From an optimization exercise on the open Yosys and OpenROAD flow, aimed at small area, a short achievable clock period and few clock cycles per item; shortcuts taken in it are not production practice.
Where RTL was checked, it was by simulation tests only, not by an equivalence proof against the original.
The RTL of runs 2 to 6 was laid out without a check of its function.
No activity file was given, so power comes from the tool's default toggle rates.

File: flow/design.v
module sfd_tx (
    input  wire        clk,
    input  wire        rst,
    input  wire        in_valid,
    input  wire [7:0]  in_op,
    input  wire [7:0]  in_dest,
    input  wire [7:0]  in_byte,
    input  wire        in_last,
    input  wire        in_empty,
    output wire        in_ready,
    output wire        tx_valid,
    output wire [7:0]  tx_byte,
    input  wire        tx_ready
);
    localparam [7:0] MARKER       = 8'h1B;
    localparam [7:0] LIT_SENTINEL = 8'h1C;
    localparam [7:0] OP_DATA      = 8'h44;
    reg  [7:0]  buf_mem [0:31];
    reg  [5:0]  wp;            
    reg  [5:0]  rp;            
    reg         in_cmd;        
    reg         col_isd;       
    reg  [7:0]  col_op;
    reg  [7:0]  col_dest;
    reg  [5:0]  cnt;           
    reg         pair;          
    reg         s_pend;        
    reg         col_closed;    
    reg         carry;         
    reg         carry_last;    
    reg         in_rdy;        
    reg         rdy_valid;
    reg  [7:0]  rdy_op;
    reg  [7:0]  rdy_dest;
    reg  [5:0]  rdy_len;
    reg         active;        
    reg  [5:0]  pos;           
    reg  [7:0]  out_op;
    reg  [7:0]  out_dest;
    reg  [5:0]  out_end;       
    reg  [15:0] seq;
    reg         tx_v;
    reg  [7:0]  tx_b;
    assign in_ready = in_rdy;
    assign tx_valid = tx_v;
    assign tx_byte  = tx_b;
    function [5:0] inc6(input [5:0] x);
        inc6 = x ^ {&x[4:0], &x[3:0], &x[2:0], &x[1:0], x[0], 1'b1};
    endfunction
    function [4:0] inc5(input [4:0] x);
        inc5 = x ^ {&x[3:0], &x[2:0], &x[1:0], x[0], 1'b1};
    endfunction
    wire        fire     = in_valid && in_rdy;
    wire        is_data  = in_cmd ? col_isd : (in_op == OP_DATA);
    wire        is_mk    = (in_byte == MARKER) && !in_empty;
    wire        is_m     = is_data && is_mk;
    wire        two      = is_m && pair;
    wire        c30      = (cnt == 6'd30);
    wire        c31      = (cnt == 6'd31);
    wire        nofit    = two && c31;
    wire [5:0]  cnt1     = inc6(cnt);
    wire [5:0]  cnt2     = {inc5(cnt[5:1]), cnt[0]};
    wire [5:0]  ncnt     = two ? cnt2 : cnt1;
    wire        in_end   = in_last || in_empty;
    wire        close    = in_end || c31 || (c30 && two);
    wire [5:0]  close_len = in_empty ? cnt : nofit ? 6'd31 : ncnt;
    reg  [7:0]  hdr;
    always @(*) begin
        case (pos[3:0])
            4'd0, 4'd1, 4'd2: hdr = MARKER;
            4'd4:             hdr = seq[15:8];
            4'd5:             hdr = seq[7:0];
            4'd6:             hdr = out_op;
            4'd7:             hdr = out_dest;
            4'd9:             hdr = {2'b00, out_end - 6'd9};
            default:          hdr = 8'h00;
        endcase
    end
    wire        in_body  = (pos >= 6'd10);
    wire [7:0]  next_b   = in_body ? buf_mem[rp[4:0]] : hdr;
    wire        adv      = !tx_v || tx_ready;
    wire        emit     = adv && active;
    wire        pos_last = (pos == out_end);
    wire        done     = emit && pos_last;
    wire        want     = adv && (pos_last || !active);
    wire        take_rdy = want && rdy_valid;
    wire        take_col = want && !rdy_valid && col_closed;
    wire        to_rdy   = col_closed && !take_col && (!rdy_valid || take_rdy);
    wire        col_move = take_col || to_rdy;
    wire        rd       = emit && in_body;
    wire [5:0]  wp1      = wp + 6'd1;
    wire [5:0]  rp_lap   = {~rp[5], rp[4:0]};
    wire        occ31    = (wp1 == rp_lap);
    wire        occ32    = (wp == rp_lap);
    wire        wr_in    = fire && !in_empty;
    wire        wr_s     = s_pend && !occ32;
    wire        wr       = wr_in || wr_s;
    wire        full_n   = !rd && (occ32 || (occ31 && wr));
    wire        spend_n  = fire ? (two && !nofit) : (s_pend && !wr_s);
    wire        closed_n = (fire && close) || (col_closed && (col_move ? carry_last : 1'b1));
    always @(posedge clk) begin
        if (wr)
            buf_mem[wp[4:0]] <= s_pend ? LIT_SENTINEL : in_byte;
        if (fire && !in_cmd) begin
            col_op   <= in_op;
            col_dest <= in_dest;
        end
        if (to_rdy) begin
            rdy_op   <= col_op;
            rdy_dest <= col_dest;
            rdy_len  <= cnt;
        end
        if (take_rdy) begin
            out_op   <= rdy_op;
            out_dest <= rdy_dest;
            out_end  <= rdy_len + 6'd9;
        end
        if (take_col) begin
            out_op   <= col_op;
            out_dest <= col_dest;
            out_end  <= cnt + 6'd9;
        end
        if (emit)
            tx_b <= next_b;
        else if (adv)
            tx_b <= MARKER;
    end
    always @(posedge clk) begin
        if (rst) begin
            wp         <= 6'd0;
            rp         <= 6'd0;
            in_cmd     <= 1'b0;
            col_isd    <= 1'b0;
            cnt        <= 6'd0;
            pair       <= 1'b0;
            s_pend     <= 1'b0;
            col_closed <= 1'b0;
            carry      <= 1'b0;
            carry_last <= 1'b0;
            in_rdy     <= 1'b1;
            rdy_valid  <= 1'b0;
            active     <= 1'b0;
            pos        <= 6'd0;
            seq        <= 16'h0000;
            tx_v       <= 1'b0;
        end else begin
            if (wr)
                wp <= wp1;
            if (rd)
                rp <= rp + 6'd1;
            in_rdy <= !spend_n && !closed_n && !full_n;
            s_pend <= spend_n;
            if (adv) begin
                if (emit) begin
                    tx_v <= 1'b1;
                    if (done) begin
                        seq <= (seq == 16'hFFFE) ? 16'h0000 : seq + 16'd1;
                        pos <= 6'd0;
                    end else begin
                        pos <= pos + 6'd1;
                    end
                end else begin
                    tx_v <= take_rdy || take_col;
                    pos  <= 6'd1;
                end
            end
            if (want)
                active <= take_rdy || take_col;
            if (take_rdy)
                rdy_valid <= 1'b0;
            if (to_rdy)
                rdy_valid <= 1'b1;
            if (col_move) begin
                col_closed <= carry_last;
                cnt        <= carry ? 6'd1 : 6'd0;
                pair       <= carry;
                carry      <= 1'b0;
                carry_last <= 1'b0;
            end
            if (fire) begin
                in_cmd <= !in_end;
                if (!in_cmd)
                    col_isd <= (in_op == OP_DATA);
                if (close) begin
                    col_closed <= 1'b1;
                    cnt        <= close_len;
                    carry      <= nofit;
                    carry_last <= nofit && in_last;
                end else begin
                    cnt        <= ncnt;
                    pair       <= is_m && !pair;
                end
            end
        end
    end
endmodule
File: flow/flow/run.sh
#!/bin/bash
# The standard layout (the standard.sh, ORFS make targets), with one change:
# the port buffers that buffer_ports inserts are sky130_fd_sc_hd__buf_4 cells
# instead of the default choice (clkdlybuf4s50_1, a slow delay cell).
# Each tool's output goes to a log of its own: ORFS keeps its per-step logs
# under orfs/logs/, and make's own output goes to make_finish.log here.
set -euo pipefail
bash standard.sh "BUFFER_PORTS_ARGS=-buffer_cell sky130_fd_sc_hd__buf_4" finish > make_finish.log 2>&1
File: flow/standard.sh
#!/bin/bash
# synth_recipe.tcl (not shown) runs the flow's synth.tcl, then flattens the netlist and writes it again
# the make line also repeats each setting of config.mk as NAME=value (left out here)
make -C /OpenROAD-flow-scripts/flow DESIGN_CONFIG=/design/flow/config.mk WORK_HOME=/design/flow/orfs CLKGATE_MAP_FILE= SYNTH_SCRIPT=/design/flow/synth_recipe.tcl "${@:-finish}"
File: flow/config.mk
export PLATFORM = sky130hd
export DESIGN_NAME = sfd_tx
export DESIGN_NICKNAME = sfd_tx
export VERILOG_FILES = /design/flow/design.v
export SDC_FILE = /design/flow/constraint.sdc
export NUM_CORES = 4
export LEC_CHECK = 0
export CAP_MARGIN = 20
export CORE_MARGIN = 2
export CORE_UTILIZATION = 65
export PLACE_DENSITY = 0.75
export SETUP_SLACK_MARGIN = 3.3
export SLEW_MARGIN = 20
File: flow/constraint.sdc
create_clock -name core_clock -period 6.0 [get_ports {clk}]
set_input_delay 1.2000 -clock core_clock [delete_from_list [all_inputs] [get_ports {clk}]]
set_output_delay 1.2000 -clock core_clock [all_outputs]
set_load 0.01 [all_outputs]
==> reports/summary.md, run 1 <==
• die extent in y: 160.3 microns
• TNS Setup: 0 ns
• maximum level of the CTS H-tree: 2
• relative slew slack: 29.56%
• cell with the biggest individual delay on the critical path: dfxtp_1
• NetSw: 1.104 mW
• worst min-delay path category: register to register
• cell class contributing the biggest share of worst-path delay: simple AND/OR/NAND/NOR gates
• final-report max-slew violation count: 0
• synthesized-area fraction occupied by and/or/nand/nor cells: 7.594%
• average wire per cell in the routed design: 24.53 microns
• ports placed on the boundary: 40
• Arr. time, crit path: 3.03 ns
• area share of fa/ha/maj cells after synthesis: 1.560%
• clock latency at the later pin of the worst-skew pair: 0.54 ns
• pin slew with the least headroom to its limit: 1.057 ns
• mux cell area share after synthesis: 12.82%
• VDD IR max: 0.2746 mV
• quantity of I/O buffers inserted on ports: 39
• average via count per standard cell: 6.481
• unrepaired setup endpoints after global routing: yes
• Primary FF master, synth: edfxtp_1
• parity-gate share of the synthesized area counting xor and xnor cells: 2.647%
• standard-cell rows: 57
• clock tree buffer depth: 3
• total count of hold-check failures in the final report: 0
• Vias: 9067
• total half-perimeter wirelength after legalization and detailed placement: 20.86 mm
• die width: 160.3 microns
• total chip power: 5.435 mW
• die outline area: 25700 sq um
• diode insertion count for antenna repair: 0
• Worst path most repeated cell: nand2_1
• global route total overflow: 0
• combinational family with the most area after synthesis: multiplexers
• number of synthesized flops with an enable pin: 324
• Setup crit start kind: register
• post-synth cell types: 73
• worst path cell trace: xnor2_1 -> nand4_1 -> o21ai_0 -> nand2_1 -> nand2_1 -> nor2_2
• number of violations reported at the end of detailed-routing iteration 0: 1069
• commonest non-fill, non-tap cells in the layout: 324 x edfxtp_1, 70 x mux4_2, 58 x nor2_1
• combined global-route utilization of all metal layers: 27.25%
• share of the cycle needed by the critical path after routing: 47.76%
• instance count of the mapped netlist: 987
• layout cell share with drive strength beyond 1: 25.95%
• clock group share of total power: 43.0%
• outcome: no timing/DRC/antenna violations
• logic gate share of total power: 3.4%
• Slowest Stage Delay on Critical Path: 0.63 ns
• sink count of the clock tree: 380
• power density of the placed cells: 300.4 nW/um^2
• Sequential Power Share: 53.7%
• maximum clock skew at final layout: 0.02005 ns
• required time of the worst setup path: 6.16 ns
• synthesized area: 15880 sq um
• Avg Synthesized Cell Area: 16.09 sq um
• # nets final: 1095
• clock-pin slew on the worst setup and hold paths: 0.06 ns
• Compound-Gate Fraction of Synth Area: 5.333%
• TritonCTS clock tree: done
• switching share of power: 20.31%
• post-route antenna net violation count: 0
• post-layout minimum cycle time: 2.865 ns
• CTS Buf Count: 39
• count of endpoints failing setup in the final report: 0
• maximum number of pins on one net before global-route repair: 38
• number of hold buffers added after CTS: 0
• internal power: 4.331 mW
• initial antenna violation count: 1
• via count of the first global-routing pass: 8899
• flops & latches, synth: 380
• highest attainable clock frequency: 349.0 MHz
• Remaining DRCs: 0
• final weighted congestion of routability-driven global placement: 0.8646
• maximum fanout encountered on the critical timing path: 11
• sequential share of the synthesized area: 68.31%
• asr flop ratio synth: 0%
• standard cell core area: 24180 sq um
• total iterations of the first detailed-routing run: 6
• # Max-Cap Violations: 0
• utilization after layout: 74.85%
• net count after synthesis: 1036
• Lkg Pwr: 5.785 nW
• global-route wire length before repair: 52.16 mm
• critical path class: register to register
• number of synthesis warnings: 1
• Critical path buffers and inverters: 0
• cell chosen for the clock root: clkbuf_16
• Post-Route WL: 34.32 mm
• synthesis-to-finish area growth: 13.93%
• most frequent standard cell in the layout excluding fill and tap cells: edfxtp_1
• critical path endpoint category: register
• initial standard-cell utilization of the core: 65.70%
[final cells by class]
type | count | area (sq um)
Fill cell | 1436 | 6081
Timing Repair Buffer | 61 | 521.8
Multi-Input combinational cell | 547 | 5007
Inverter | 17 | 66.31
Clock inverter | 21 | 181.4
Clock buffer | 49 | 1054
Tap cell | 324 | 405.4
Sequential cell | 380 | 10860
[final timing paths]
path                             startpoint        endpoint  slack, ns  cells past startpoint
worst min register to register  col_dest[5]     rdy_dest[5]       0.45                      0
worst max register to register        wp[4]  buf_mem[14][6]       3.13                      6
worst min-delay path            col_dest[5]     rdy_dest[5]       0.45                      0
worst max-delay path                  wp[4]  buf_mem[14][6]       3.13                      6
[cell families (layout without fill, tap and decap cells)]
logic type / after synthesis / after routing
flip-flops: 380 / 380
AND/OR/NAND/NOR: 248 / 248
AO/OA/AOI/OAI: 117 / 118
multiplexers: 113 / 113
buffers and inverters: 61 / 148
XOR/XNOR: 48 / 48
adder cells (fa/ha/maj): 20 / 20
[what timing repair did]
item                       in CTS  in global routing
setup buffers                  11                  1
hold endpoints to repair        0                  0
setup endpoints to repair     318                345
cloned                          1                  0
gates resized for setup        38                 14
pin swaps                       2                  1
[synthesized netlist by cell type, drive strengths merged (11+ instances only)]
master,count,area share (%)
edfxtp,324,61
dfxtp,56,7.1
mux4,70,9.9
ha,19,1.5
nand2,44,1.0
nor2b,12,0.47
inv,15,0.35
xor2,25,1.4
mux2,23,1.6
nand3,30,0.95
xnor2,23,1.3
o21ai,21,0.66
mux2i,20,1.3
nand4,14,0.55
clkbuf,27,0.65
buf,17,0.69
nor3,11,0.35
nor2,93,2.2
a21oi,22,0.69
[worst register-to-register path, stage by stage (launching register included)]
cell and delay [ns]:
dfxtp_1 0.63, xnor2_1 0.23, nand4_1 0.27, o21ai_0 0.13, nand2_1 0.17, nand2_1 0.47, nor2_2 0.60
[power by group through the flow]
stage / Clock [mW] / Combinational, mW / Sequential, mW
6_report: 2.33 / 0.184 / 2.92
5_1_grt: 2.45 / 0.201 / 2.92
4_1_cts: 2.35 / 0.180 / 2.92
3_5_place_dp: 0 / 0.173 / 2.97
3_3_place_gp: 0 / 0.168 / 2.97
2_1_floorplan: 0 / 0.104 / 2.97
[per-layer routing]
layer  vias to the layer above  routed length [microns]  share of wire [%]  global-route usage [%]
met5                         -                        0                  0                       0
met4                         0                     1149                3.3                   9.623
met3                        79                     2808                8.2                   4.726
met2                       404                    16410                 48                   42.92
met1                      4577                    13950                 41                   39.40
li1                       4007                        -                  -                       -
[metrics by stage]
step / setup WS (ns) / hold slack (ns) / instance area (sq um) / cells
after floorplan: 2.994 / 0.4222 / 15970 / 987
after global placement: 2.372 / 0.4316 / 16520 / 1315
after detailed placement: 2.264 / 0.4368 / 16530 / 1316
after CTS: 3.144 / 0.4513 / 18030 / 1398
after global routing: 3.095 / 0.4549 / 18100 / 1399
final: 3.135 / 0.4502 / 18100 / 1399
[state kept, by name, indices dropped and copies added (netlist names), 6 cells and up, named ones only]
| signal | count |
|---|---|
| wp | 6 |
| col_dest | 8 |
| out_dest | 8 |
| out_op | 8 |
| out_end | 6 |
| rdy_op | 8 |
| pos | 6 |
| buf_mem | 256 |
| rp | 6 |
| seq | 16 |
| col_op | 8 |
| rdy_len | 6 |
| tx_b | 8 |
| cnt | 6 |
| rdy_dest | 8 |
Testbench counts, summed over its fixed seeds: cycles 47,582, bytes 31,638.
==> inputs of run 2 (changes only) <==
--- a/flow/design.v
+++ b/flow/design.v
@@ -101,5 +101,5 @@
     always @(posedge clk) begin
-        if (wr)
+        if (in_rdy || wr_s)
             buf_mem[wp[4:0]] <= s_pend ? LIT_SENTINEL : in_byte;
-        if (fire && !in_cmd) begin
+        if (in_rdy && !in_cmd) begin
             col_op   <= in_op;
@@ -179,6 +179,6 @@
             end
+            if (in_rdy && !in_cmd)
+                col_isd <= (in_op == OP_DATA);
             if (fire) begin
                 in_cmd <= !in_end;
-                if (!in_cmd)
-                    col_isd <= (in_op == OP_DATA);
                 if (close) begin
==> run 2 against run 1 <==
- largest power group unchanged
- register-to-register slack better by 0.11 ns
- utilization shrank 0.23 points
- cell area shrank 0.60%
- total power fell by 0.38%
- first-iteration DRC count fell by 30%
- cell count shrank 1.9%
- synthesized cell count shrank 1.7%
- sequential cell count is the same
- area after synthesis is 0.54% lower
- sequential share of layout area increased by 0.35 points
- critical path type unchanged
==> reports/summary.md, run 2 <==
• fraction of met3 tracks used by global routing: 4.831%, +0.10 points
• Place WS: 2.112 ns, -0.1523 ns
• total half-perimeter wirelength after legalization and detailed placement: 20.44 mm, -2.0%
• total chip power: 5.415 mW, -0.38%
• parity-gate share of the synthesized area counting xor and xnor cells: 2.550%, -0.096 points
• synthesis-to-finish area growth: 13.86%, about the same
• synthesized-area fraction occupied by and/or/nand/nor cells: 7.271%, -0.32 points
• clock-pin slew on the worst setup and hold paths: 0.06 ns, about the same
• instance count of the mapped netlist: 970, -1.7%
• # nets final: 1073, -2.0%
• Setup crit start kind: register
• max FFs per register: 256, unchanged
• initial standard-cell utilization of the core: 65.54%, -0.16 points
• final weighted congestion of routability-driven global placement: 0.8191, -5.3%
• initial antenna violation count: 1, unchanged
• total count of hold-check failures in the final report: 0, unchanged
• required time of the worst setup path: 6.16 ns, about the same
• post-layout minimum cycle time: 2.751 ns, -0.1145 ns
• asr flop ratio synth: 0%, unchanged
• outcome: no timing/DRC/antenna violations
• combinational family with the most area after synthesis: multiplexers
• cell chosen for the clock root: clkbuf_16
• die width: 159.9 microns, -0.27%
• sequential share of the synthesized area: 68.68%, +0.37 points
• average wire per cell in the routed design: 24.15 microns, -1.5%
• highest attainable clock frequency: 363.5 MHz, +4.2%
• post-route antenna net violation count: 0, unchanged
• GR peak layer: met2
• maximum fanout encountered on the critical timing path: 15, +4
• sink count of the clock tree: 380, unchanged
• Compound-Gate Fraction of Synth Area: 4.966%, -0.37 points
• most numerous cell in the Yosys netlist: edfxtp_1
• CTS Buf Count: 39, unchanged
• post-synth cell types: 63, -14%
• area share of the largest cell type after synthesis: 61.59%, +0.33 points
• global-route wire length before repair: 50.79 mm, -2.6%
• diode insertion count for antenna repair: 0, unchanged
• number of violations reported at the end of detailed-routing iteration 0: 743, -30%
• maximum clock skew at final layout: 0.01656 ns, -0.003488 ns
• Primary FF master, synth: edfxtp_1
• Avg Synthesized Cell Area: 16.29 sq um, +1.2%
• standard cell core area: 24110 sq um, -0.29%
• net count after synthesis: 1019, -1.6%
• Post-Route WL: 33.16 mm, -3.4%
• final-report max-slew violation count: 0, unchanged
• maximum level of the CTS H-tree: 2, unchanged
• quantity of I/O buffers inserted on ports: 39, unchanged
• VDD IR max: 0.2682 mV, -2.3%
• average via count per standard cell: 6.386, -1.5%
• global route total overflow: 0, unchanged
• clock latency at the later pin of the worst-skew pair: 0.53 ns, about the same
• via count of the first global-routing pass: 8607, -3.3%
• # Max-Cap Violations: 0, unchanged
• TritonCTS clock tree: done
• most frequent cells after synthesis: 324 x edfxtp_1, 99 x nor2_1, 80 x mux4_2
• Vias: 8768, -3.3%
• met1 layer usage reported by global route: 39.82%, +0.42 points
• ports placed on the boundary: 40, unchanged
• most frequent standard cell in the layout excluding fill and tap cells: edfxtp_1
• die outline area: 25570 sq um, -0.54%
• critical path class: register to register
• utilization after layout: 74.62%, -0.23 points
• standard-cell rows: 57, unchanged
• relative slew slack: 38.92%, +9.4 points
• total iterations of the first detailed-routing run: 5, -1
• mux cell area share after synthesis: 13.33%, +0.51 points
• final worst-path setup slack: 3.249 ns, +0.1145 ns
• count of endpoints failing setup in the final report: 0, unchanged
• met2 Usage GRT: 40.61%, -2.3 points
• flops & latches, synth: 380, unchanged
• die extent in y: 159.9 microns, -0.27%
• commonest non-fill, non-tap cells in the layout: 324 x edfxtp_1, 80 x mux4_2, 64 x nor2_1
• TNS Setup: 0 ns, unchanged
• cell taking the most area after synthesis: edfxtp_1
• number of synthesized flops with an enable pin: 324, unchanged
• maximum number of pins on one net before global-route repair: 42, +11%
• number of hold buffers added after CTS: 0, unchanged
• share of the cycle needed by the critical path after routing: 45.85%, -1.9 points
• Final Cell Area: 17990 sq um, -0.60%
• unrepaired setup endpoints after global routing: yes
• critical path endpoint category: register
• area share of fa/ha/maj cells after synthesis: 1.505%, -0.055 points
• number of synthesis warnings: 1, unchanged
• layout cell share with drive strength beyond 1: 26.69%, +0.74 points
• combined global-route utilization of all metal layers: 26.53%, -0.71 points
• pin slew with the least headroom to its limit: 0.9133 ns, -0.1434 ns
• area post-placement: 16430 sq um, -0.64%
• synthesized area: 15800 sq um, -0.54%
• clock tree buffer depth: 3, unchanged
• power density of the placed cells: 301.0 nW/um^2, +0.23%
• cells taking the most area after synthesis: edfxtp_1 62%, mux4_2 11%, dfxtp_1 7.1%, nor2_1 2.4%, ha_1 1.5%
• Lkg Pwr: 5.772 nW, -0.22%
• Arr. time, crit path: 2.91 ns, -0.12 ns
• worst min-delay path category: register to register
• Remaining DRCs: 0, unchanged
-- run 2: changes by cell type after synthesis, moves of 7 or more --
cell	change
mux4_2	+10
nand4_1	-7
a22oi_1	+10
a21oi_1	+9
nand3_1	-13
nand2_1	-8
mux2i_1	-11
-- run 2: logic make-up after synthesis --
logic type | after synthesis
adder cells (fa/ha/maj) | 19
XOR/XNOR | 46
AND/OR/NAND/NOR | 234
buffers and inverters | 67
AO/OA/AOI/OAI | 116
multiplexers | 108
flip-flops | 380
-- run 2: critical path, cell delays in order (launching register included) --
cell	delay, ns
dfxtp_1	0.63
xor2_1	0.27
o31ai_1	0.17
nand2b_1	0.21
nand2_1	0.48
nor2_2	0.63
-- run 2: cell type report --
class / instances / area, sq um
well taps: 324 / 405.4
inverters: 21 / 78.83
multi-input cells: 525 / 4940
repair buffers: 57 / 518.0
fillers: 1461 / 6118
flip-flops and latches: 380 / 10860
clock inverters: 18 / 156.4
clock buffers: 48 / 1031
-- run 2: power breakdown --
| part | internal (mW) | switching, mW | total, mW |
|---|---|---|---|
| sequential | 2.91 | 0.0238 | 2.94 |
| combinational | 0.0789 | 0.141 | 0.220 |
| clock | 1.31 | 0.952 | 2.26 |
| total | 4.30 | 1.12 | 5.41 |
-- run 2: through the flow --
stage | std cells | hold WS (ns)
floorplan | 970 | 0.4222
global placement | 1292 | 0.4407
detailed placement | 1292 | 0.4355
CTS | 1371 | 0.4503
global route | 1373 | 0.4639
finish | 1373 | 0.4455
-- run 2: what timing repair did --
action                     CTS  global route
buffers inserted            11             2
pin swaps                    4             1
setup endpoints to repair  272           335
resized for setup           19            31
cloned                       2             0
-- run 2: path summary, 6_finish.rpt --
path / startpoint / to / cells after the start / slack, ns
worst min register to register: col_dest[1] / rdy_dest[1] / 0 / 0.45
worst max register to register: wp[3] / buf_mem[7][7] / 5 / 3.25
worst min-delay path: col_dest[1] / rdy_dest[1] / 0 / 0.45
worst max-delay path: wp[3] / buf_mem[7][7] / 5 / 3.25
-- run 2: layer usage --
| layer | vias to the layer above | share of wire, % |
|---|---|---|
| li1 | 3923 | - |
| met1 | 4453 | 44 |
| met2 | 327 | 47 |
| met3 | 63 | 6.4 |
| met4 | 2 | 2.8 |
| met5 | - | 0.048 |
==> inputs of run 3 (changes only) <==
--- a/flow/design.v
+++ b/flow/design.v
@@ -37,4 +37,3 @@
     reg  [5:0]  pos;           
-    reg  [7:0]  out_op;
-    reg  [7:0]  out_dest;
+    reg         out_src;       
     reg  [5:0]  out_end;       
@@ -72,4 +71,4 @@
             4'd5:             hdr = seq[7:0];
-            4'd6:             hdr = out_op;
-            4'd7:             hdr = out_dest;
+            4'd6:             hdr = out_src ? col_op : rdy_op;
+            4'd7:             hdr = out_src ? col_dest : rdy_dest;
             4'd9:             hdr = {2'b00, out_end - 6'd9};
@@ -87,3 +86,5 @@
     wire        take_col = want && !rdy_valid && col_closed;
-    wire        to_rdy   = col_closed && !take_col && (!rdy_valid || take_rdy);
+    wire        pos_lt8  = (pos[5:3] == 3'd0);
+    wire        hold     = active && pos_lt8;
+    wire        to_rdy   = col_closed && !take_col && !rdy_valid && !(hold && !out_src);
     wire        col_move = take_col || to_rdy;
@@ -100,2 +101,7 @@
     wire        closed_n = (fire && close) || (col_closed && (col_move ? carry_last : 1'b1));
+    wire        active_n = want ? (take_rdy || take_col) : active;
+    wire        lt8_n    = adv ? (!emit || done || (pos[5:3] == 3'd0 && pos[2:0] != 3'd7)) : pos_lt8;
+    wire        src_n    = take_rdy ? 1'b0 : take_col ? 1'b1 : out_src;
+    wire        in_cmd_n = fire ? !in_end : in_cmd;
+    wire        newblk_n = !in_cmd_n && active_n && lt8_n && src_n;
     always @(posedge clk) begin
@@ -113,4 +119,3 @@
         if (take_rdy) begin
-            out_op   <= rdy_op;
-            out_dest <= rdy_dest;
+            out_src  <= 1'b0;
             out_end  <= rdy_len + 6'd9;
@@ -118,4 +123,3 @@
         if (take_col) begin
-            out_op   <= col_op;
-            out_dest <= col_dest;
+            out_src  <= 1'b1;
             out_end  <= cnt + 6'd9;
@@ -150,3 +154,3 @@
                 rp <= rp + 6'd1;
-            in_rdy <= !spend_n && !closed_n && !full_n;
+            in_rdy <= !spend_n && !closed_n && !full_n && !newblk_n;
             s_pend <= spend_n;
==> run 3 against run 2 <==
- still clean
- wire length rose by 4.7%
- non-clock buffer count up 14
- cell count up 1.5%
- first-iteration DRC count increased by 28%
- area after synthesis decreased by 2.4%
- worst setup slack improved by 0.13 ns
- maximum frequency rose by 4.9%
- clock power rose by 8%
- die area down 2.3%
- largest power group unchanged
- highest routed layer unchanged
==> reports/summary.md, run 3 <==
• sequential share of the synthesized area: 67.38%, -1.3 points
• share of the cycle needed by the critical path after routing: 43.69%, -2.2 points
• cell chosen for the clock root: clkbuf_16
• utilization after layout: 76.57%, +1.9 points
• ports placed on the boundary: 40, unchanged
• die extent in y: 158.0 microns, -1.2%
• relative slew slack: 42.99%, +4.1 points
• final-report max-slew violation count: 0, unchanged
• Post-Route WL: 34.73 mm, +4.7%
• Primary FF master, synth: edfxtp_1
• # placed instances: 1304, +0.93%
• logic gate share of total power: 5.0%, +0.9 points
• internal power: 4.391 mW, +2.2%
• number of synthesis warnings: 1, unchanged
• Remaining DRCs: 0, unchanged
• total chip power: 5.575 mW, +3.0%
• via count of the first global-routing pass: 8950, +4.0%
• Place WS: 2.209 ns, +0.09691 ns
• maximum clock skew at final layout: 0.02549 ns, +0.008930 ns
• critical path endpoint category: register
• area share of the largest cell type after synthesis: 59.98%, -1.6 points
• maximum level of the CTS H-tree: 2, unchanged
• critical path class: input pin to register
• die outline area: 24970 sq um, -2.3%
• final weighted congestion of routability-driven global placement: 0.8529, +4.1%
• standard-cell rows: 56, -1.8%
• Avg Synthesized Cell Area: 15.77 sq um, -3.2%
• max FFs per register: 256, unchanged
• number of hold buffers added after CTS: 0, unchanged
• synthesized area: 15420 sq um, -2.4%
• Final Cell Area: 17920 sq um, -0.38%
• global-route wire length before repair: 52.42 mm, +3.2%
• average wire per cell in the routed design: 24.93 microns, +3.2%
• synthesis-to-finish area growth: 16.20%
• net count after synthesis: 1028, +0.88%
• initial antenna violation count: 1, unchanged
• TritonCTS clock tree: done
• most frequent cells after synthesis: 308 x edfxtp_1, 89 x nor2_1, 74 x mux4_2
• worst-case hold slack: 0.4539 ns, +0.008448 ns
• required time of the worst setup path: 6.39 ns, +0.23 ns
• diode insertion count for antenna repair: 0, unchanged
• # nets final: 1094, +2.0%
• NetSw: 1.184 mW, +6.0%
• quantity of I/O buffers inserted on ports: 39, unchanged
• Lkg Pwr: 5.868 nW, +1.7%
• average via count per standard cell: 6.415, +0.45%
• TNS Setup: 0 ns, unchanged
• non-filler instance count after layout: 1393, +1.5%
• power density of the placed cells: 311.1 nW/um^2, +3.4%
• total count of hold-check failures in the final report: 0, unchanged
• cell taking the most area after synthesis: edfxtp_1
• flops & latches, synth: 365, -3.9%
• highest attainable clock frequency: 381.5 MHz, +4.9%
• clock group share of total power: 43.9%, +2.2 points
• VDD IR max: 0.2820 mV, +5.2%
• instance count of the mapped netlist: 978, +0.82%
• layout cell share with drive strength beyond 1: 26.72%, +0.030 points
• area post-placement: 16090 sq um, -2.1%
• total half-perimeter wirelength after legalization and detailed placement: 20.82 mm, +1.9%
• unrepaired setup endpoints after global routing: yes
• CTS Buf Count: 38, -2.6%
• number of synthesized flops with an enable pin: 308, -4.9%
• Setup crit start kind: input pin
• Vias: 8936, +1.9%
• worst min-delay path category: register to register
• final worst-path setup slack: 3.379 ns, +0.1296 ns
• maximum number of pins on one net before global-route repair: 34, -19%
• clock-pin slew on the worst setup and hold paths: 0.06 ns, about the same
• post-layout minimum cycle time: 2.621 ns, -0.1296 ns
• clock tree buffer depth: 3, unchanged
• switching share of power: 21.24%, +0.62 points
• global route total overflow: 0, unchanged
• commonest non-fill, non-tap cells in the layout: 308 x edfxtp_1, 74 x mux4_2, 64 x buf_4
• die width: 158.0 microns, -1.2%
• clock latency at the later pin of the worst-skew pair: 0.54 ns, about the same
• cells taking the most area after synthesis: edfxtp_1 60%, mux4_2 11%, dfxtp_1 7.4%, nor2_1 2.2%, xor2_1 1.9%
• # Max-Cap Violations: 0, unchanged
• setup slack, reg-to-reg: 3.39 ns, +0.14 ns
• Arr. time, crit path: 3.01 ns, +0.10 ns
• asr flop ratio synth: 0%, unchanged
• most frequent standard cell in the layout excluding fill and tap cells: edfxtp_1
• initial standard-cell utilization of the core: 65.89%, +0.35 points
• post-synth cell types: 74, +17%
• maximum fanout encountered on the critical timing path: 8, -7
• standard cell core area: 23400 sq um, -2.9%
• outcome: no timing/DRC/antenna violations
• most numerous cell in the Yosys netlist: edfxtp_1
• combined global-route utilization of all metal layers: 28.72%, +2.2 points
• sink count of the clock tree: 365, -3.9%
• Sequential Power Share: 51.0%, -3.2 points
• pin slew with the least headroom to its limit: 0.8540 ns, -0.05931 ns
• number of violations reported at the end of detailed-routing iteration 0: 949, +28%
• post-route antenna net violation count: 0, unchanged
• total iterations of the first detailed-routing run: 7, +2
• count of endpoints failing setup in the final report: 0, unchanged
## run 3: changes by cell type after synthesis, sizes merged, moves of 6 or more
| cell | change |
|---|---|
| nand3 | +6 |
| edfxtp | -16 |
| nand2 | +7 |
| nor2b | +6 |
| mux2 | -10 |
| a22oi | -8 |
| xor2 | +10 |
| mux4 | -6 |
| nor3 | +7 |
| nor2 | -10 |
| a22o | -6 |
## run 3: what timing repair did
action | CTS | global route
setup endpoints to repair | 305 | 273
cloned | 1 | 0
resized for setup | 74 | 9
setup buffers | 7 | 10
pin swaps | 3 | 1
## run 3: layout make-up
class                   instances  area [sq um]
clock buffers                  48          1030
clock inverters                22         279.0
fillers                      1358          5484
inverters                      20         75.07
multi-input cells             548          5121
flip-flops and latches        365         10410
well taps                     319         399.1
repair buffers                 71         609.3
## run 3: logic make-up after synthesis
group	synth area share (%)
muxes	12.40
buffers and inverters	1.704
adders and majority gates	1.623
and+or+nand+nor	8.406
xor gates and xnor gates	3.124
AOI/OAI and AO/OA	5.363
DFF	67.38
## run 3: power by group through the flow
stage	clock network [mW]	registers [mW]	logic (mW)
global route	2.56	2.85	0.301
finish	2.45	2.85	0.280
global placement	0	2.90	0.246
detailed placement	0	2.90	0.251
floorplan	0	2.88	0.170
CTS	2.47	2.85	0.275
## run 3: layer usage
| metal | track usage [%] | vias up | part of all wire, % |
|---|---|---|---|
| met5 | 0 | - | 0.029 |
| met4 | 11.80 | 2 | 3.8 |
| met3 | 5.092 | 90 | 7.6 |
| met2 | 47.85 | 398 | 50 |
| met1 | 37.97 | 4491 | 38 |
| li1 | - | 3955 | - |
## run 3: final timing paths
check | to | cells after the start | startpoint
min | rdy_op[1] | 0 | col_op[1]
max | cnt[5] | 9 | in_op[5]
max reg2reg | tx_b[7] | 6 | register
min reg2reg | rdy_op[1] | 0 | col_op[1]
## run 3: critical path, cell delays in order
cell     delay (ns)
buf_4          0.11
or4b_4         0.55
o31ai_4        0.24
buf_6          0.15
buf_4          0.11
and3_1         0.33
nor3_1         0.08
o21ai_1        0.13
o21ai_0        0.09
==> inputs of run 4 (changes only) <==
--- a/flow/design.v
+++ b/flow/design.v
@@ -31,2 +31,3 @@
     reg         in_rdy;        
+    reg         wen;           
     reg         rdy_valid;
@@ -107,3 +108,3 @@
     always @(posedge clk) begin
-        if (in_rdy || wr_s)
+        if (wen)
             buf_mem[wp[4:0]] <= s_pend ? LIT_SENTINEL : in_byte;
@@ -144,2 +145,3 @@
             in_rdy     <= 1'b1;
+            wen        <= 1'b1;
             rdy_valid  <= 1'b0;
@@ -155,2 +157,3 @@
             in_rdy <= !spend_n && !closed_n && !full_n && !newblk_n;
+            wen    <= (!spend_n && !closed_n && !full_n && !newblk_n) || (spend_n && !full_n);
             s_pend <= spend_n;
==> run 4 against run 3 <==
- via count increased by 0.91%
- sequential share of layout area increased by 0.44 points
- die area increased by 0.81%
- clock skew decreased by 0.00062 ns
==> reports/summary.md, run 4 <==
• most frequent cells after synthesis: 308 x edfxtp_1, 92 x nor2_1, 80 x mux4_2
• critical path class: input pin to register
• Primary FF master, synth: edfxtp_1
• total chip power: 5.499 mW, -1.4%
• instance count of the mapped netlist: 976, -0.20%
• synthesized area: 15550 sq um, +0.83%
• Vias: 9017, +0.91%
• flops & latches, synth: 366, +0.27%
• synthesis-to-finish area growth: 14.61%
• Place WS: 2.497 ns, +0.2882 ns
• final worst-path setup slack: 3.347 ns, -0.03184 ns
• relative slew slack: 33.37%, -9.6 points
• layout cell share with drive strength beyond 1: 25.72%, -1.0 points
• maximum number of pins on one net before global-route repair: 56, +65%
• die extent in y: 158.7 microns, +0.40%
• Arr. time, crit path: 3.09 ns, +0.08 ns
• max FFs per register: 256, unchanged
• most frequent standard cell in the layout excluding fill and tap cells: edfxtp_1
• net count after synthesis: 1026, -0.19%
• asr flop ratio synth: 0%, unchanged
• maximum fanout encountered on the critical timing path: 3, -5
• Lkg Pwr: 5.866 nW, about the same
• via count of the first global-routing pass: 8912, -0.42%
• pin slew with the least headroom to its limit: 0.9958 ns, +0.1418 ns
• worst min-delay path category: register to register
• CTS Buf Count: 39, +2.6%
• area of all sequential standard cells: 10430 sq um, +0.20%
• highest attainable clock frequency: 376.9 MHz, -1.2%
• sequential share of the synthesized area: 66.96%, -0.42 points
• Slowest Stage Delay on Critical Path: 0.56 ns, about the same
• clock latency at the later pin of the worst-skew pair: 0.54 ns, about the same
• cell taking the most area after synthesis: edfxtp_1
• final weighted congestion of routability-driven global placement: 0.8790, +3.1%
• Filler cells: 1344, -1.0%
• die width: 158.7 microns, +0.40%
• cells taking the most area after synthesis: edfxtp_1 59%, mux4_2 12%, dfxtp_1 7.5%, nor2_1 2.2%, ha_1 1.6%
• final-report max-slew violation count: 0, unchanged
• worst path cell trace: buf_4 -> or4b_4 -> o31ai_4 -> buf_4 -> nand3_4 -> mux2i_1 -> or4_1 -> a31oi_1
• number of hold buffers added after CTS: 0, unchanged
• critical path endpoint category: register
• commonest non-fill, non-tap cells in the layout: 308 x edfxtp_1, 88 x nor2_1, 80 x mux4_2
• share of the cycle needed by the critical path after routing: 44.22%, +0.53 points
• cell chosen for the clock root: clkbuf_16
• global route total overflow: 0, unchanged
• unrepaired setup endpoints after global routing: no
• die outline area: 25170 sq um, +0.81%
• multi-input logic area: 5044 sq um, -1.5%
• standard cell core area: 23470 sq um, +0.30%
• cell with the biggest individual delay on the critical path: or4b_4
• quantity of I/O buffers inserted on ports: 39, unchanged
• clock-pin slew on the worst setup and hold paths: 0.06 ns, about the same
• post-route antenna net violation count: 0, unchanged
• Avg Synthesized Cell Area: 15.93 sq um, +1.0%
• total iterations of the first detailed-routing run: 5, -2
• average via count per standard cell: 6.478, +0.98%
• area post-placement: 16160 sq um, +0.45%
• ports placed on the boundary: 40, unchanged
• total count of hold-check failures in the final report: 0, unchanged
• post-layout minimum cycle time: 2.653 ns, +0.03184 ns
• combined global-route utilization of all metal layers: 29.38%, +0.66 points
• # nets final: 1094, unchanged
• post-synth cell types: 76, +2.7%
• non-filler instance count after layout: 1392, -0.072%
• average wire per cell in the routed design: 25.59 microns, +2.6%
• number of violations reported at the end of detailed-routing iteration 0: 787, -17%
• TritonCTS clock tree: done
• count of endpoints failing setup in the final report: 0, unchanged
• Final Cell Area: 17820 sq um, -0.55%
• sink count of the clock tree: 366, +0.27%
• Remaining DRCs: 0, unchanged
• Worst path most repeated cell: buf_4
• number of synthesis warnings: 1, unchanged
• power density of the placed cells: 308.6 nW/um^2, -0.82%
• initial antenna violation count: 0, -1
• VDD IR max: 0.4236 mV, +50%
• area share of the largest cell type after synthesis: 59.49%, -0.49 points
• maximum clock skew at final layout: 0.02487 ns, -0.0006183 ns
• maximum level of the CTS H-tree: 2, unchanged
• standard-cell rows: 56, unchanged
• Post-Route WL: 35.62 mm, +2.6%
• global-route wire length before repair: 53.46 mm, +2.0%
• most numerous cell in the Yosys netlist: edfxtp_1
• total half-perimeter wirelength after legalization and detailed placement: 21.50 mm, +3.2%
• clock tree buffer depth: 3, unchanged
• diode insertion count for antenna repair: 0, unchanged
• required time of the worst setup path: 6.44 ns, +0.05 ns
• # Max-Cap Violations: 0, unchanged
• initial standard-cell utilization of the core: 66.24%, +0.35 points
• outcome: no timing/DRC/antenna violations
• TNS Setup: 0 ns, unchanged
• # placed instances: 1292, -0.92%
• number of synthesized flops with an enable pin: 308, unchanged
• Setup crit start kind: input pin
-- run 4: routing by layer --
layer	vias up	part of all wire, %	wire (microns)	GRT usage (%)
li1	3984	-	-	-
met1	4541	39	13780	38.99
met2	411	51	18010	49.17
met3	81	7.8	2761	6.042
met4	0	3.0	1069	10.04
met5	-	0	0	0
-- run 4: power breakdown --
group	internal, mW	total (mW)	switching, mW
Sequential	2.81	2.84	0.0326
Clock	1.41	2.39	0.981
Combinational	0.104	0.270	0.166
-- run 4: cell type report --
class | instances | area share [%]
clock buffers | 40 | 5.498
clock inverters | 30 | 1.671
inverters | 13 | 0.2738
multi-input cells | 548 | 28.30
flip-flops and latches | 366 | 58.51
well taps | 319 | 2.240
repair buffers | 76 | 3.504
-- run 4: kinds of logic after synthesis --
group	synth area share (%)
DFF	66.96
AOI/OAI and AO/OA	5.199
and+or+nand+nor	8.378
buffers and inverters	1.666
adders and majority gates	1.610
xor gates and xnor gates	2.986
muxes	13.21
-- run 4: worst paths after layout --
check                   start  cells past startpoint           to  slack [ns]
hold reg to reg   col_dest[7]                      0  rdy_dest[7]        0.44
hold / removal    col_dest[7]                      0  rdy_dest[7]        0.44
setup reg to reg   out_end[3]                     10   out_end[4]        3.35
setup / recovery     in_op[5]                      8       cnt[5]        3.35
-- run 4: timing repair --
action                     in CTS  in global routing
setup endpoints to repair      40                 32
buffers inserted               16                 14
gates resized for setup        11                 13
pin swaps                       4                  5
gates cloned                    0                  0
-- run 4: through the flow --
step / hold slack, ns / util [%]
global placement: 0.4292 / 68.78
CTS: 0.4454 / 75.15
floorplan: 0.4204 / -
global route: 0.4701 / 75.92
detailed placement: 0.4318 / 68.84
finish: 0.4432 / 75.92
-- run 4: worst max-delay path, delay by kind of cell --
kind / cells / cell delay (ns)
compound gates: 2 / 0.37
simple gates: 3 / 1.06
mux: 1 / 0.16
buf+inv: 2 / 0.31
==> inputs of run 5 (changes only) <==
--- a/flow/config.mk
+++ b/flow/config.mk
@@ -11,3 +11,3 @@
 export PLACE_DENSITY = 0.75
-export SETUP_SLACK_MARGIN = 3.3
+export SETUP_SLACK_MARGIN = 3.8
 export SLEW_MARGIN = 20
==> run 5 against run 4 <==
- still clean on timing, DRC and antenna
- combinational power is 14% higher
- wire length is 4.4% higher
- maximum frequency is 0.94% lower
==> reports/summary.md, run 5 <==
• outcome: no timing/DRC/antenna violations
• most frequent cells after synthesis: 308 x edfxtp_1, 92 x nor2_1, 80 x mux4_2
• highest attainable clock frequency: 373.3 MHz, -0.94%
• synthesis-to-finish area growth: 19.48%
• total count of hold-check failures in the final report: 0, unchanged
• maximum number of pins on one net before global-route repair: 37, -34%
• pin slew with the least headroom to its limit: 0.9125 ns, -0.08328 ns
• relative slew slack: 39.08%, +5.7 points
• final-report max-slew violation count: 0, unchanged
• number of violations reported at the end of detailed-routing iteration 0: 1090, +39%
• max FFs per register: 256, unchanged
• die outline area: 25170 sq um, unchanged
• TritonCTS clock tree: done
• Lkg Pwr: 6.058 nW, +3.3%
• net count after synthesis: 1026, unchanged
• cells taking the most area after synthesis: edfxtp_1 59%, mux4_2 12%, dfxtp_1 7.5%, nor2_1 2.2%, ha_1 1.6%
• required time of the worst setup path: 6.26 ns, -0.18 ns
• TNS Setup: 0 ns, unchanged
• instance count of the mapped netlist: 976, unchanged
• standard-cell rows: 56, unchanged
• critical path endpoint category: register
• utilization after layout: 79.14%, +3.2 points
• critical path class: register to register
• final weighted congestion of routability-driven global placement: 0.8704, -0.98%
• average wire per cell in the routed design: 26.40 microns, +3.2%
• power density of the placed cells: 293.2 nW/um^2, -5.0%
• average via count per standard cell: 6.562, +1.3%
• die width: 158.7 microns, unchanged
• layout cell share with drive strength beyond 1: 32.84%, +7.1 points
• first element of the critical path: out_end[4]
• Final Cell Area: 18580 sq um, +4.2%
• Remaining DRCs: 0, unchanged
• wire length the detailed router placed on met1: 14.33 mm, +4.0%
• startpoint of the lowest-slack hold path: col_dest[1]
• asr flop ratio synth: 0%, unchanged
• total chip power: 5.447 mW, -0.95%
• initial standard-cell utilization of the core: 66.24%, unchanged
• post-route antenna net violation count: 0, unchanged
• synthesized area: 15550 sq um, unchanged
• unrepaired setup endpoints after global routing: yes
• combined global-route utilization of all metal layers: 29.95%, +0.57 points
• number of synthesis warnings: 1, unchanged
• maximum level of the CTS H-tree: 2, unchanged
• Primary FF master, synth: edfxtp_1
• cell taking the most area after synthesis: edfxtp_1
• initial antenna violation count: 0, unchanged
• via count of the first global-routing pass: 8945, +0.37%
• count of endpoints failing setup in the final report: 0, unchanged
• sequential share of the synthesized area: 66.96%, unchanged
• ports placed on the boundary: 40, unchanged
• maximum fanout encountered on the critical timing path: 5, +2
• Highest Signal Layer: met4
• total half-perimeter wirelength after legalization and detailed placement: 21.13 mm, -1.7%
• sink count of the clock tree: 366, unchanged
• global-route wire length before repair: 54.28 mm, +1.5%
• Avg Synthesized Cell Area: 15.93 sq um, unchanged
• maximum clock skew at final layout: 0.009661 ns, -0.01521 ns
• cell chosen for the clock root: clkbuf_16
• Post-Route WL: 37.20 mm, +4.4%
• detailed route wirelength on metal2: 19.24 mm, +6.8%
• global route total overflow: 0, unchanged
• Vias: 9246, +2.5%
• Arr. time, crit path: 2.94 ns, -0.15 ns
• post-synth cell types: 76, unchanged
• quantity of I/O buffers inserted on ports: 39, unchanged
• share of the cycle needed by the critical path after routing: 44.64%, +0.42 points
• most frequent standard cell in the layout excluding fill and tap cells: edfxtp_1
• clock tree buffer depth: 3, unchanged
• standard cell core area: 23470 sq um, unchanged
• VDD IR max: 0.3625 mV, -14%
• clock latency at the later pin of the worst-skew pair: 0.52 ns, -0.02 ns
• die extent in y: 158.7 microns, unchanged
• Critical R2R Launch: out_end[4]
• number of hold buffers added after CTS: 0, unchanged
• # nets final: 1117, +2.1%
• # Max-Cap Violations: 0, unchanged
• area post-placement: 16260 sq um, +0.60%
• CTS Buf Count: 37, -5.1%
• routed wl met3: 2.294 mm, -17%
• area share of the largest cell type after synthesis: 59.49%, unchanged
• clock-pin slew on the worst setup and hold paths: 0.06 ns, about the same
• most numerous cell in the Yosys netlist: edfxtp_1
• commonest non-fill, non-tap cells in the layout: 308 x edfxtp_1, 80 x mux4_2, 65 x nor2_1
• diode insertion count for antenna repair: 0, unchanged
• flops & latches, synth: 366, unchanged
• post-layout minimum cycle time: 2.678 ns, +0.02530 ns
• worst min-delay path category: register to register
• Setup crit start kind: register
• number of synthesized flops with an enable pin: 308, unchanged
• total iterations of the first detailed-routing run: 5, unchanged
[run 5: cell types whose count changed in the layout (fill, tap and decap cells not counted), sizes merged]
cell | previous run | this run
clkinv | 22 | 10
clkbuf | 40 | 42
inv | 14 | 16
a41o | 1 | 2
nor2 | 92 | 93
buf | 76 | 99
[run 5: report_power, final]
part           internal (mW)  total, mW  switching (mW)
logic                  0.128      0.309           0.182
registers               2.80       2.85          0.0422
clock network           1.35       2.29           0.942
total                   4.28       5.45            1.17
[run 5: metal layers]
layer	vias to the layer above	GRT usage, %
met5	-	0
met4	0	11.28
met3	89	4.382
met2	411	50.88
met1	4728	39.79
li1	4018	-
[run 5: final timing paths]
check	to	slack, ns	cells after the start
setup / recovery	out_end[4]	3.32	10
hold / removal	rdy_dest[1]	0.45	0
setup reg to reg	out_end[4]	3.32	10
hold reg to reg	rdy_dest[1]	0.45	0
[run 5: logic make-up after synthesis]
logic type,Yosys count,share of synthesized area (%)
compound gates,113,5.199
fa+ha+maj,20,1.610
mux,104,13.21
xor+xnor,53,2.986
buf+inv,62,1.666
flops,366,66.96
simple gates,258,8.378
[run 5: what timing repair did]
item / 4_1_cts / 5_1_grt
buffers inserted: 32 / 16
cloned: 5 / 1
setup endpoints to repair: 99 / 254
hold endpoints to repair: 0 / 0
resized for setup: 63 / 62
pin swaps: 30 / 22
[run 5: area by class of cell]
type,instances,area [sq um]
fillers,1219,4897
flip-flops and latches,366,10430
clock buffers,42,944.7
clock inverters,20,239.0
repair buffers,99,1032
inverters,13,61.31
well taps,319,399.1
multi-input cells,550,5468
[run 5: metrics by stage]
step	hold slack [ns]	worst slack [ns]	instances
finish	0.4487	3.322	1409
floorplan	0.4204	3.092	976
global placement	0.4317	2.542	1293
CTS	0.4507	3.334	1392
detailed placement	0.4367	2.549	1293
global route	0.4617	3.274	1409
[run 5: worst max-delay path: stages, from the launching register on]
cell,delay [ns]
edfxtp_1,0.42
nor2b_1,0.18
or4_4,0.54
o21ai_4,0.17
nand2_4,0.09
mux2_4,0.32
ha_4,0.16
and2_4,0.14
o2bb2ai_4,0.14
nand3_1,0.11
xnor2_1,0.15
==> inputs of run 6 (changes only) <==
--- a/flow/config.mk
+++ b/flow/config.mk
@@ -11,3 +11,3 @@
 export PLACE_DENSITY = 0.75
-export SETUP_SLACK_MARGIN = 3.8
+export SETUP_SLACK_MARGIN = 3.6
 export SLEW_MARGIN = 20
==> run 6 against run 5 <==
- hold slack worse by 0.0036 ns
- global-route usage is 0.90 points lower
- register-to-register slack better by 0.03 ns
- cell area is 2.1% lower
- first-iteration DRC count is 10% lower
- sequential share of layout area is 1.2 points higher
- maximum frequency is 1.3% higher
- clock skew is 0.0089 ns higher
==> reports/summary.md, run 6 <==
• number of hold buffers added after CTS: 0, unchanged
• logic gate share of total power: 5.4%, -0.3 points
• Post-Route WL: 37.11 mm, -0.24%
• post-layout minimum cycle time: 2.644 ns, -0.03462 ns
• # nets final: 1101, -1.4%
• combined global-route utilization of all metal layers: 29.05%, -0.90 points
• number of synthesis warnings: 1, unchanged
• final worst-path setup slack: 3.356 ns, +0.03462 ns
• highest attainable clock frequency: 378.2 MHz, +1.3%
• maximum fanout encountered on the critical timing path: 4, -1
• Setup crit start kind: input pin
• outcome: no timing/DRC/antenna violations
• sink count of the clock tree: 366, unchanged
• TNS Setup: 0 ns, unchanged
• clock-pin slew on the worst setup and hold paths: 0.06 ns, about the same
• asr flop ratio synth: 0%, unchanged
• total iterations of the first detailed-routing run: 5, unchanged
• standard-cell rows: 56, unchanged
• die width: 158.7 microns, unchanged
• instance count of the mapped netlist: 976, unchanged
• global route total overflow: 0, unchanged
• share of the cycle needed by the critical path after routing: 44.06%, -0.58 points
• average wire per cell in the routed design: 26.62 microns, +0.83%
• most frequent standard cell in the layout excluding fill and tap cells: edfxtp_1
• number of synthesized flops with an enable pin: 308, unchanged
• final-report max-slew violation count: 0, unchanged
• count of cells along the worst hold path: 0, unchanged
• required time of the worst setup path: 6.45 ns, +0.19 ns
• die outline area: 25170 sq um, unchanged
• Final Cell Area: 18180 sq um, -2.1%
• Filler cells: 1300, +6.6%
• synthesis-to-finish area growth: 16.92%
• post-route antenna net violation count: 0, unchanged
• cell taking the most area after synthesis: edfxtp_1
• count of endpoints failing setup in the final report: 0, unchanged
• diode insertion count for antenna repair: 0, unchanged
• clock group share of total power: 41.6%, -0.5 points
• worst r2r path cells: 10, unchanged
• die extent in y: 158.7 microns, unchanged
• total count of hold-check failures in the final report: 0, unchanged
• net count after synthesis: 1026, unchanged
• via count of the first global-routing pass: 8927, -0.20%
• worst min-delay path category: register to register
• layout cell share with drive strength beyond 1: 28.00%, -4.8 points
• standard cell core area: 23470 sq um, unchanged
• most numerous cell in the Yosys netlist: edfxtp_1
• internal power: 4.212 mW, -1.6%
• sequential share of the synthesized area: 66.96%, unchanged
• cell chosen for the clock root: clkbuf_16
• unrepaired setup endpoints after global routing: yes
• area post-placement: 16200 sq um, -0.35%
• average via count per standard cell: 6.628, +1.0%
• met1 layer usage reported by global route: 38.56%, -1.2 points
• critical path endpoint category: register
• TritonCTS clock tree: done
• quantity of I/O buffers inserted on ports: 39, unchanged
• cells taking the most area after synthesis: edfxtp_1 59%, mux4_2 12%, dfxtp_1 7.5%, nor2_1 2.2%, ha_1 1.6%
• Primary FF master, synth: edfxtp_1
• setup slack, reg-to-reg: 3.36 ns, +0.03 ns
• Lkg Pwr: 5.927 nW, -2.2%
• global-route wire length before repair: 53.01 mm, -2.4%
• critical path class: input pin to register
• Remaining DRCs: 0, unchanged
• Sequential Power Share: 53.0%, +0.7 points
• number of violations reported at the end of detailed-routing iteration 0: 979, -10%
• non-filler instance count after layout: 1394, -1.1%
• # placed instances: 1291, -0.15%
• # Max-Cap Violations: 0, unchanged
• power density of the placed cells: 295.7 nW/um^2, +0.85%
• Arr. time, crit path: 3.10 ns, +0.16 ns
• initial standard-cell utilization of the core: 66.24%, unchanged
• post-synth cell types: 76, unchanged
• maximum number of pins on one net before global-route repair: 37, unchanged
• Vias: 9240, -0.065%
• relative slew slack: 30.79%, -8.3 points
• area share of the largest cell type after synthesis: 59.49%, unchanged
• ports placed on the boundary: 40, unchanged
• synthesized area: 15550 sq um, unchanged
• fraction of met3 tracks used by global routing: 6.315%, +1.9 points
• Place WS: 2.516 ns, -0.03280 ns
• NetSw: 1.164 mW, -0.15%
• initial antenna violation count: 0, unchanged
• Avg Synthesized Cell Area: 15.93 sq um, unchanged
• clock latency at the later pin of the worst-skew pair: 0.54 ns, +0.02 ns
• total half-perimeter wirelength after legalization and detailed placement: 21.09 mm, -0.19%
• met2 Usage GRT: 47.97%, -2.9 points
• most frequent cells after synthesis: 308 x edfxtp_1, 92 x nor2_1, 80 x mux4_2
• commonest non-fill, non-tap cells in the layout: 308 x edfxtp_1, 86 x nor2_1, 80 x mux4_2
• CTS Buf Count: 38, +2.7%
• flops & latches, synth: 366, unchanged
• maximum clock skew at final layout: 0.01856 ns, +0.008899 ns
• maximum level of the CTS H-tree: 2, unchanged
• VDD IR max: 0.2592 mV, -28%
• pin slew with the least headroom to its limit: 1.034 ns, +0.1218 ns
• switching share of power: 21.65%, +0.25 points
• max FFs per register: 256, unchanged
• final weighted congestion of routability-driven global placement: 0.9313, +7.0%
• clock tree buffer depth: 3, unchanged
• GR peak layer: met2
[run 6: changes by cell type in the layout (fill, tap and decap cells not counted), moves of 3 or more]
| cell | previous run | this run |
|---|---|---|
| a21oi_2 | 4 | 1 |
| clkbuf_16 | 37 | 42 |
| bufinv_16 | 5 | 2 |
| inv_6 | 3 | 0 |
| buf_6 | 25 | 7 |
| buf_16 | 6 | 3 |
| nor2_2 | 21 | 1 |
| nor2_1 | 65 | 86 |
| clkbuf_1 | 5 | 8 |
| a21oi_1 | 23 | 26 |
[run 6: critical path, cell delays in order]
cell and delay (ns):
buf_6 0.09, or4b_4 0.55, o31ai_4 0.29, buf_12 0.16, nand3_4 0.09, mux2i_1 0.16, or4_1 0.41, a31oi_1 0.14
[run 6: power by group through the flow]
stage          registers [mW]  logic [mW]  clock network (mW)
2_1_floorplan            2.88       0.164                   0
3_3_place_gp             2.90       0.241                   0
3_5_place_dp             2.90       0.244                   0
4_1_cts                  2.85       0.262                2.24
5_1_grt                  2.85       0.310                2.34
6_report                 2.85       0.290                2.24
[run 6: layout make-up]
| type | instances | area (sq um) | share of cell area, % |
|---|---|---|---|
| timing repair buffer | 83 | 849.6 | 4.674 |
| clock inverter | 16 | 146.4 | 0.8053 |
| tap | 319 | 399.1 | 2.196 |
| inverter | 13 | 61.31 | 0.3373 |
| multi-input combinational | 549 | 5275 | 29.02 |
| sequential | 366 | 10430 | 57.36 |
| clock buffer | 48 | 1020 | 5.610 |
[run 6: cell families (layout without fill, tap and decap cells)]
logic type               after synthesis  in the layout  synth area share [%]
XOR/XNOR                              53             53                 2.986
AND/OR/NAND/NOR                      258            259                 8.378
buffers and inverters                 62            160                 1.666
multiplexers                         104            104                 13.21
flip-flops                           366            366                 66.96
AO/OA/AOI/OAI                        113            113                 5.199
adder cells (fa/ha/maj)               20             20                 1.610
[run 6: per-stage QoR]
stage | total power [mW] | util [%] | hold WS (ns)
2_1_floorplan | 3.042 | - | 0.4204
3_3_place_gp | 3.138 | 68.98 | 0.4290
3_5_place_dp | 3.143 | 69.02 | 0.4305
4_1_cts | 5.345 | 75.99 | 0.4445
5_1_grt | 5.505 | 77.44 | 0.4615
6_report | 5.376 | 77.44 | 0.4451
[run 6: final timing paths]
kind | startpoint | to
max | in_op[5] | cnt[5]
min | col_dest[7] | rdy_dest[7]
max reg2reg | out_end[4] | out_end[4]
min reg2reg | col_dest[7] | rdy_dest[7]
[run 6: routing by layer]
metal | wire [microns] | share of wire (%) | up-vias
met5 | 0 | 0 | -
met4 | 1361 | 3.7 | 0
met3 | 3028 | 8.2 | 111
met2 | 18850 | 51 | 487
met1 | 13870 | 37 | 4650
li1 | - | - | 3992
[run 6: timing repair]
item,CTS,global route
pin swaps,21,15
buffers inserted,21,13
gates resized for setup,37,30
endpoints found under the setup margin,78,57
gates cloned,1,4
==> inputs of run 7 (changes only) <==
--- a/flow/design.v
+++ b/flow/design.v
@@ -35,3 +35,3 @@
     reg  [7:0]  rdy_dest;
-    reg  [5:0]  rdy_len;
+    reg  [5:0]  rdy_end;       
     reg         active;        
@@ -56,5 +56,5 @@
     wire        is_m     = is_data && is_mk;
-    wire        two      = is_m && pair;
-    wire        c30      = (cnt == 6'd30);
-    wire        c31      = (cnt == 6'd31);
+    wire        two      = pair && col_isd && is_mk;
+    wire        c30      = (cnt == 6'd39);
+    wire        c31      = (cnt == 6'd40);
     wire        nofit    = two && c31;
@@ -65,3 +65,3 @@
     wire        close    = in_end || c31 || (c30 && two);
-    wire [5:0]  close_len = in_empty ? cnt : nofit ? 6'd31 : ncnt;
+    wire [5:0]  close_len = in_empty ? cnt : nofit ? 6'd40 : ncnt;
     reg  [7:0]  hdr;
@@ -117,3 +117,3 @@
             rdy_dest <= col_dest;
-            rdy_len  <= cnt;
+            rdy_end  <= cnt;
         end
@@ -121,3 +121,3 @@
             out_src  <= 1'b0;
-            out_end  <= rdy_len + 6'd9;
+            out_end  <= rdy_end;
         end
@@ -125,3 +125,3 @@
             out_src  <= 1'b1;
-            out_end  <= cnt + 6'd9;
+            out_end  <= cnt;
         end
@@ -138,3 +138,3 @@
             col_isd    <= 1'b0;
-            cnt        <= 6'd0;
+            cnt        <= 6'd9;
             pair       <= 1'b0;
@@ -181,3 +181,3 @@
                 col_closed <= carry_last;
-                cnt        <= carry ? 6'd1 : 6'd0;
+                cnt        <= carry ? 6'd10 : 6'd9;
                 pair       <= carry;
--- a/flow/config.mk
+++ b/flow/config.mk
@@ -11,3 +11,3 @@
 export PLACE_DENSITY = 0.75
-export SETUP_SLACK_MARGIN = 3.6
+export SETUP_SLACK_MARGIN = 3.3
 export SLEW_MARGIN = 20
==> run 7 against run 6 <==
- sequential power is essentially flat
- wire length shrank 7.3%
- maximum frequency shrank 1.7%
- sequential cell count is the same
- non-clock buffer count shrank 17
- still clean
- cell area shrank 3.2%
- utilization shrank 2.0 points
- synthesized cell count shrank 0.72%
- worst setup slack lost 0.045 ns
- combinational power shrank 19%
- clock skew grew 0.0054 ns
- first-iteration DRC count shrank 9.2%
==> reports/summary.md, run 7 <==
• average via count per standard cell: 6.445, -2.8%
• cell with the biggest individual delay on the critical path: or4_4
• Remaining DRCs: 0, unchanged
• count of cells along the worst hold path: 0, unchanged
• Critical R2R Launch: pos[2]
• die extent in y: 157.9 microns, -0.49%
• diode insertion count for antenna repair: 0, unchanged
• global-route wire length before repair: 51.14 mm, -3.5%
• VDD IR max: 0.2871 mV, +11%
• internal power: 4.317 mW, +2.5%
• maximum number of pins on one net before global-route repair: 34, -8.1%
• outcome: no timing/DRC/antenna violations
• setup slack, reg-to-reg: 3.34 ns, -0.02 ns
• via count of the first global-routing pass: 8486, -4.9%
• global route total overflow: 0, unchanged
• CTS Buf Count: 37, -2.6%
• utilization after layout: 75.40%, -2.0 points
• Hold EP: rdy_dest[5]
• number of synthesis warnings: 1, unchanged
• critical path endpoint category: register
• # nets final: 1080, -1.9%
• clock tree buffer depth: 3, unchanged
• clock-pin slew on the worst setup and hold paths: 0.06 ns, about the same
• cells taking the most area after synthesis: edfxtp_1 60%, mux4_2 12%, dfxtp_1 7.5%, nor2_1 2.4%, xnor2_1 1.7%
• cell class contributing the biggest share of worst-path delay: simple AND/OR/NAND/NOR gates
• pin slew with the least headroom to its limit: 1.010 ns, -0.02447 ns
• maximum level of the CTS H-tree: 2, unchanged
• final weighted congestion of routability-driven global placement: 0.8994, -3.4%
• clock latency at the later pin of the worst-skew pair: 0.54 ns, about the same
• maximum fanout encountered on the critical timing path: 8, +4
• post-layout minimum cycle time: 2.689 ns, +0.04491 ns
• layout cell share with drive strength beyond 1: 22.74%, -5.3 points
• maximum clock skew at final layout: 0.02397 ns, +0.005405 ns
• cell chosen for the clock root: clkbuf_16
• number of violations reported at the end of detailed-routing iteration 0: 889, -9.2%
• asr flop ratio synth: 0%, unchanged
• worst r2r path cells: 6, -4
• sink count of the clock tree: 366, unchanged
• combined global-route utilization of all metal layers: 28.20%, -0.85 points
• power density of the placed cells: 311.1 nW/um^2, +5.2%
• # Max-Cap Violations: 0, unchanged
• die width: 157.9 microns, -0.49%
• Vias: 8888, -3.8%
• Worst path most repeated cell: buf_4
• TritonCTS clock tree: done
• count of endpoints failing setup in the final report: 0, unchanged
• required time of the worst setup path: 6.46 ns, about the same
• unrepaired setup endpoints after global routing: yes
• die outline area: 24930 sq um, -0.97%
• Sequential Power Share: 51.8%, -1.2 points
• initial standard-cell utilization of the core: 65.97%, -0.27 points
• total half-perimeter wirelength after legalization and detailed placement: 20.95 mm, -0.65%
• Critical path buffers and inverters: 2, unchanged
• startpoint of the lowest-slack hold path: col_dest[5]
• Post-Route WL: 34.39 mm, -7.3%
• initial antenna violation count: 0, unchanged
• commonest non-fill, non-tap cells in the layout: 308 x edfxtp_1, 97 x nor2_1, 79 x mux4_2
• worst-case hold slack: 0.4475 ns, +0.002404 ns
• flops & latches, synth: 366, unchanged
• number of synthesized flops with an enable pin: 308, unchanged
• critical path class: input pin to register
• most frequent cells after synthesis: 308 x edfxtp_1, 97 x nor2_1, 79 x mux4_2
• synthesis-to-finish area growth: 14.30%
• final-report max-slew violation count: 0, unchanged
• TNS Setup: 0 ns, unchanged
• Slowest Stage Delay on Critical Path: 0.61 ns, +0.06 ns
• Crit Reg-Reg Endpoint: out_end[2]
• Filler cells: 1346, +3.5%
• worst path cell trace: buf_4 -> or4b_4 -> or4_4 -> buf_4 -> nor3_1 -> a21oi_1 -> a2bb2oi_1 -> nor2_1
• Setup crit start kind: input pin
• sequential share of the synthesized area: 67.63%, +0.67 points
• post-synth cell types: 64, -16%
• share of the cycle needed by the critical path after routing: 44.81%, +0.75 points
• total count of hold-check failures in the final report: 0, unchanged
• Arr. time, crit path: 3.15 ns, +0.05 ns
• Lkg Pwr: 5.762 nW, -2.8%
• NetSw: 1.157 mW, -0.62%
• # placed instances: 1291, unchanged
• quantity of I/O buffers inserted on ports: 39, unchanged
• Primary FF master, synth: edfxtp_1
• average wire per cell in the routed design: 24.93 microns, -6.3%
• standard-cell rows: 56, unchanged
• most numerous cell in the Yosys netlist: edfxtp_1
• max FFs per register: 256, unchanged
• total chip power: 5.474 mW, +1.8%
• highest attainable clock frequency: 371.9 MHz, -1.7%
• instance count of the mapped netlist: 969, -0.72%
• standard cell core area: 23330 sq um, -0.60%
• worst min-delay path category: register to register
• relative slew slack: 32.43%, +1.6 points
• ports placed on the boundary: 40, unchanged
• switching share of power: 21.13%, -0.52 points
• cell taking the most area after synthesis: edfxtp_1
• area of all sequential standard cells: 10420 sq um, about the same
• total iterations of the first detailed-routing run: 5, unchanged
• logic gate share of total power: 4.3%, -1.1 points
• post-route antenna net violation count: 0, unchanged
• area share of the largest cell type after synthesis: 60.09%, +0.60 points
• synthesized area: 15390 sq um, -1.0%
• clock group share of total power: 43.9%, +2.3 points
• multi-input logic area: 4852 sq um, -8.0%
• non-filler instance count after layout: 1379, -1.1%
• Avg Synthesized Cell Area: 15.88 sq um, -0.28%
• most frequent standard cell in the layout excluding fill and tap cells: edfxtp_1
• net count after synthesis: 1018, -0.78%
-- run 7: worst max path at each step --
stage	startpoint	end	slack [ns]	depth (start not counted)
6_report	in_empty	cnt[4]	3.31	8
5_1_grt	pos[2]	out_end[2]	3.26	6
4_1_cts	pos[3]	cnt[3]	3.14	6
3_5_place_dp	tx_ready	seq[8]	2.50	8
3_3_place_gp	tx_ready	in_rdy	2.55	8
2_1_floorplan	in_empty	in_rdy	3.09	6
-- run 7: layout make-up --
cell class / instances / area share (%)
multi-input cells: 542 / 27.58
clock inverters: 23 / 1.622
clock buffers: 45 / 5.554
well taps: 319 / 2.269
inverters: 18 / 0.3840
repair buffers: 66 / 3.371
flip-flops and latches: 366 / 59.22
-- run 7: cells by family after synthesis --
| kind of cell | Yosys count | synth area share, % |
|---|---|---|
| muxes | 107 | 13.46 |
| DFF | 366 | 67.63 |
| and+or+nand+nor | 261 | 8.316 |
| buffers and inverters | 62 | 1.658 |
| AOI/OAI and AO/OA | 102 | 4.430 |
| xor gates and xnor gates | 52 | 2.959 |
| adders and majority gates | 19 | 1.544 |
-- run 7: power by group through the flow --
stage          sequential, mW  combinational (mW)  clock, mW
4_1_cts                  2.84               0.228       2.42
3_3_place_gp             2.89               0.219          0
3_5_place_dp             2.89               0.223          0
6_report                 2.84               0.236       2.40
2_1_floorplan            2.87               0.142          0
5_1_grt                  2.84               0.253       2.51
-- run 7: repair_timing --
action,4_1_cts,5_1_grt
setup endpoints to repair,56,64
buffers inserted,7,12
pin swaps,1,3
cloned,1,0
gates resized for setup,6,10
hold buffers,0,0
-- run 7: metrics by stage --
step | instance area (sq um) | worst slack (ns)
after global placement | 15990 | 2.547
after global routing | 17590 | 3.262
after CTS | 17410 | 3.138
after detailed placement | 15990 | 2.497
final | 17590 | 3.311
after floorplan | 15420 | 3.090
-- run 7: per-layer routing --
layer	track usage (%)	part of all wire (%)	routed length (microns)
met4	9.827	3.7	1263
met1	38.75	39	13490
met2	46.34	50	17200
met3	4.900	7.1	2435
met5	0	0	0
Testbench counts of run 7, summed over its fixed seeds: cycles 48,257, bytes 31,638.

[afterwards: timing with drivers on the ports]
How much do the figures lean on ideal ports? The routed layouts below were timed once more, with nothing changed but the port constraints.
Step 1, drivers: a clkbuf_16 drives clk and a buf_2 each remaining input, both assumed.
Step 2 times the ports against the registers' clock, not the clock port: input delays grow and output delays shrink by t, the midpoint of the rising clock arrivals with the driver on.
a / b / c = no drivers / after step 1 / after step 2; a / b = the first two.
run	t, ns	setup slack, ns
run 1	0.576	3.135 / 3.135 / 2.650
run 2	0.571	3.249 / 3.249 / 2.845
run 3	0.572	3.379 / 3.386 / 2.823
run 4	0.575	3.347 / 3.347 / 2.793
run 5	0.561	3.322 / 3.322 / 2.812
run 6	0.574	3.356 / 3.357 / 2.792
run 7	0.577	3.311 / 3.338 / 2.762
After both steps every run listed still meets setup and hold.
